This design comes from an exercise in tuning for small area, a short achievable clock period and few clock cycles per item on the open sky130 flow, not from production work. Only simulation tests tie the RTL to the original design; equivalence was not proved. No activity file was given, so power comes from the tool's default toggle rates.

## build 49
## cptv_decoder
module cptv_decoder (
    input  wire        clk,
    input  wire        rst,           
    input  wire        cmd_valid,
    output wire        cmd_ready,
    input  wire [4:0]  cmd_width,     
    input  wire [15:0] cmd_count,     
    input  wire        cmd_hist,      
    output reg         cmd_err,       
    input  wire        in_valid,
    output wire        in_ready,
    input  wire [31:0] in_data,
    input  wire        h_valid,
    output wire        h_ready,
    input  wire [15:0] h_data,
    output reg         out_valid,
    input  wire        out_ready,
    output reg  [15:0] out_data,
    output reg         out_last
);
    reg        idle;          
    reg        chk;           
    reg        dec;           
    reg        hist;
    reg [3:0]  wm1;           
    reg [15:0] sl;            
    reg        last_q;        
    reg        last2_q;       
    reg [15:0] hq0, hq1, hq2, hq3;    
    reg [2:0]  hc;                    
    reg [3:0]  q;             
    reg [4:0]  e;             
    reg        pop_q;         
    reg [1:0]  k2;            
    reg [4:0]  eb;            
    reg        popb;
    reg [1:0]  k2b;
    reg        in_rdy;
    reg [15:0] rr;            
    reg        r_valid, r_last;
    reg [15:0] acc;           
    reg        a_valid, a_last;
    reg [15:0] hb;            
    reg        hbv;
    reg        h_rdy;
    reg        sk_valid;      
    reg [15:0] sk_data;
    reg        sk_last;
    assign cmd_ready = idle;
    assign in_ready  = in_rdy;
    assign h_ready   = h_rdy;
    wire cmd_ok   = (cmd_width != 5'd0) && (!cmd_width[4] || cmd_width[3:0] == 4'd0) &&
                    (cmd_count != 16'd0);
    wire cmd_fire = cmd_valid && idle;
    wire have = (hc != 3'd0) && (!e[4] || hc[2] || hc[1]);
    wire s2 = a_valid && (!hist || hbv) && !sk_valid;   
    wire s1 = r_valid && (!a_valid || s2);              
  ...
export LEC_CHECK = 0
export CAP_MARGIN = 20
export CORE_MARGIN = 2
export CORE_UTILIZATION = 40
export CTS_CLUSTER_DIAMETER = 80
export CTS_CLUSTER_SIZE = 40
export SETUP_SLACK_MARGIN = 4.47
export SLEW_MARGIN = 20
create_clock -name core_clock -period 7.0 [get_ports {clk}]
run.sh (not shown) runs the stock make flow with config.mk's settings and CLKGATE_MAP_FILE= SYNTH_SCRIPT=/design/flow/synth_recipe.tcl, a recipe that flattens the netlist after the stock synthesis.
Looking at the reports, build 49 completed the entire flow and the layout it produced met the timing, DRC and antenna checks.
Testbench counts of build 49, summed over its fixed seeds: cycles 246,500, samples 246,004.
Edits applied to the flow inputs when going from build 49 to build 16:
# build 49
export LEC_CHECK = 0
export CAP_MARGIN = 20
export CORE_MARGIN = 2
export CORE_UTILIZATION = 40
export CTS_CLUSTER_DIAMETER = 80
export CTS_CLUSTER_SIZE = 40
export SETUP_SLACK_MARGIN = 4.47
export SLEW_MARGIN = 20
create_clock -name core_clock -period 7.0 [get_ports {clk}]
# build 16
export LEC_CHECK = 0
export CAP_MARGIN = 20
export CORE_MARGIN = 2
export CORE_UTILIZATION = 40
export CTS_CLUSTER_DIAMETER = 80
export CTS_CLUSTER_SIZE = 40
export SETUP_SLACK_MARGIN = 4.52
export SLEW_MARGIN = 20
create_clock -name core_clock -period 7.0 [get_ports {clk}]
==> flow/flow/run.sh (new file) <==
#!/bin/bash
# The standard layout (the standard.sh, all steps), with the port
# buffers that global placement inserts made sky130_fd_sc_hd__buf_1 cells
# instead of the flow's default choice.  Every port still gets its buffer.
set -e
export BUFFER_PORTS_ARGS="-buffer_cell sky130_fd_sc_hd__buf_1"
bash standard.sh > standard.log 2>&1
==> flow/standard.sh (new file) <==
#!/bin/bash
# synth_recipe.tcl (not shown) runs the flow's synth.tcl, then flattens the netlist and writes it again
# the make line also repeats each setting of config.mk as NAME=value (left out here)
make -C /OpenROAD-flow-scripts/flow DESIGN_CONFIG=/design/flow/config.mk WORK_HOME=/design/flow/orfs CLKGATE_MAP_FILE= SYNTH_SCRIPT=/design/flow/synth_recipe.tcl "${@:-finish}"
removed: flow/run.sh
==> comparison <==
Wire: build 16 routes less than build 49. Delta (build 16 minus build 49): sequential share of layout area increased by 1.5 points relative to the old numbers, number of logic stages on the critical path including buffering closely matched the old numbers, final estimated routing congestion in global placement closely matched the old numbers, final critical-path share of the clock period went down. Source of the critical timing path = out_valid$_SDFFE_PP0N_: build 49; source of the critical timing path = idle$_SDFF_PP1_: build 16. From build 49 to build 16, number of rows created at floorplan did not move at all. Reported for build 49 and build 16, maximum buffer depth of the clock tree turned out identical to the last digit. The higher share of the core filled with cells in the final layout of build 49 and build 16 is in build 49. Final area (build 16 over build 49): decrease, about 3.5%. Row post-route total power: build 16 lower / build 49 higher. Comparing build 49 and build 16, the lower maximum ir drop on the vdd rail was measured on build 16.
The inputs of build 3 differ from those of build 16 as listed below.
# build 16
export LEC_CHECK = 0
export CAP_MARGIN = 20
export CORE_MARGIN = 2
export CORE_UTILIZATION = 40
export CTS_CLUSTER_DIAMETER = 80
export CTS_CLUSTER_SIZE = 40
export SETUP_SLACK_MARGIN = 4.52
export SLEW_MARGIN = 20
create_clock -name core_clock -period 7.0 [get_ports {clk}]
# build 3
export LEC_CHECK = 0
export CAP_MARGIN = 20
export CORE_MARGIN = 2
export CORE_UTILIZATION = 40
export CTS_CLUSTER_DIAMETER = 80
export CTS_CLUSTER_SIZE = 30
export SETUP_SLACK_MARGIN = 4.4
export SLEW_MARGIN = 20
create_clock -name core_clock -period 7.0 [get_ports {clk}]
==> flow/run.sh (new file) <==
#!/bin/bash
# synth_recipe.tcl (not shown) runs the flow's synth.tcl, then flattens the netlist and writes it again
# the make line also repeats each setting of config.mk as NAME=value (left out here)
make -C /OpenROAD-flow-scripts/flow DESIGN_CONFIG=/design/flow/config.mk WORK_HOME=/design/flow/orfs CLKGATE_MAP_FILE= SYNTH_SCRIPT=/design/flow/synth_recipe.tcl finish
removed: flow/flow/run.sh
removed: flow/standard.sh
==> comparison <==
The global-route wire length before repair of build 16 and that of build 3 are within noise of each other.
Re final period utilization: build 3 is 1.7 points up on build 16.
In build 3, the non-clock buffer count in the final layout came out about 12% below the value in build 16.
Comparing build 16 against build 3, there is no change at all in number of sequential storage elements.

-- static timing again, ports no longer ideal --
The results above use ideal ports. As a check the final layouts listed here were re-extracted and re-timed, cells and wires unchanged.
Step 1 assumes that a clkbuf_16 drives the clock port and a buf_2 every other input.
Step 2 also shifts input and output timing later by t, the mid clock arrival at the registers, as if the neighbouring blocks saw the same clock.
Slacks: ideal ports / drivers / drivers and shift; pairs: ideal ports / drivers.
run | t, ns | setup WS [ns] | worst setup path after step 2
build 49 | 0.524 | 4.511 / 4.461 / 4.044 | input to register
build 16 | 0.526 | 4.577 / 4.531 / 4.156 | input to register
build 3 | 0.522 | 4.456 / 4.408 / 3.972 | input to register
After both steps setup and hold are still met in every run listed. For build 3, which loses most, drivers alone change the setup slack by -0.048 ns; drivers and shift together by -0.484 ns.
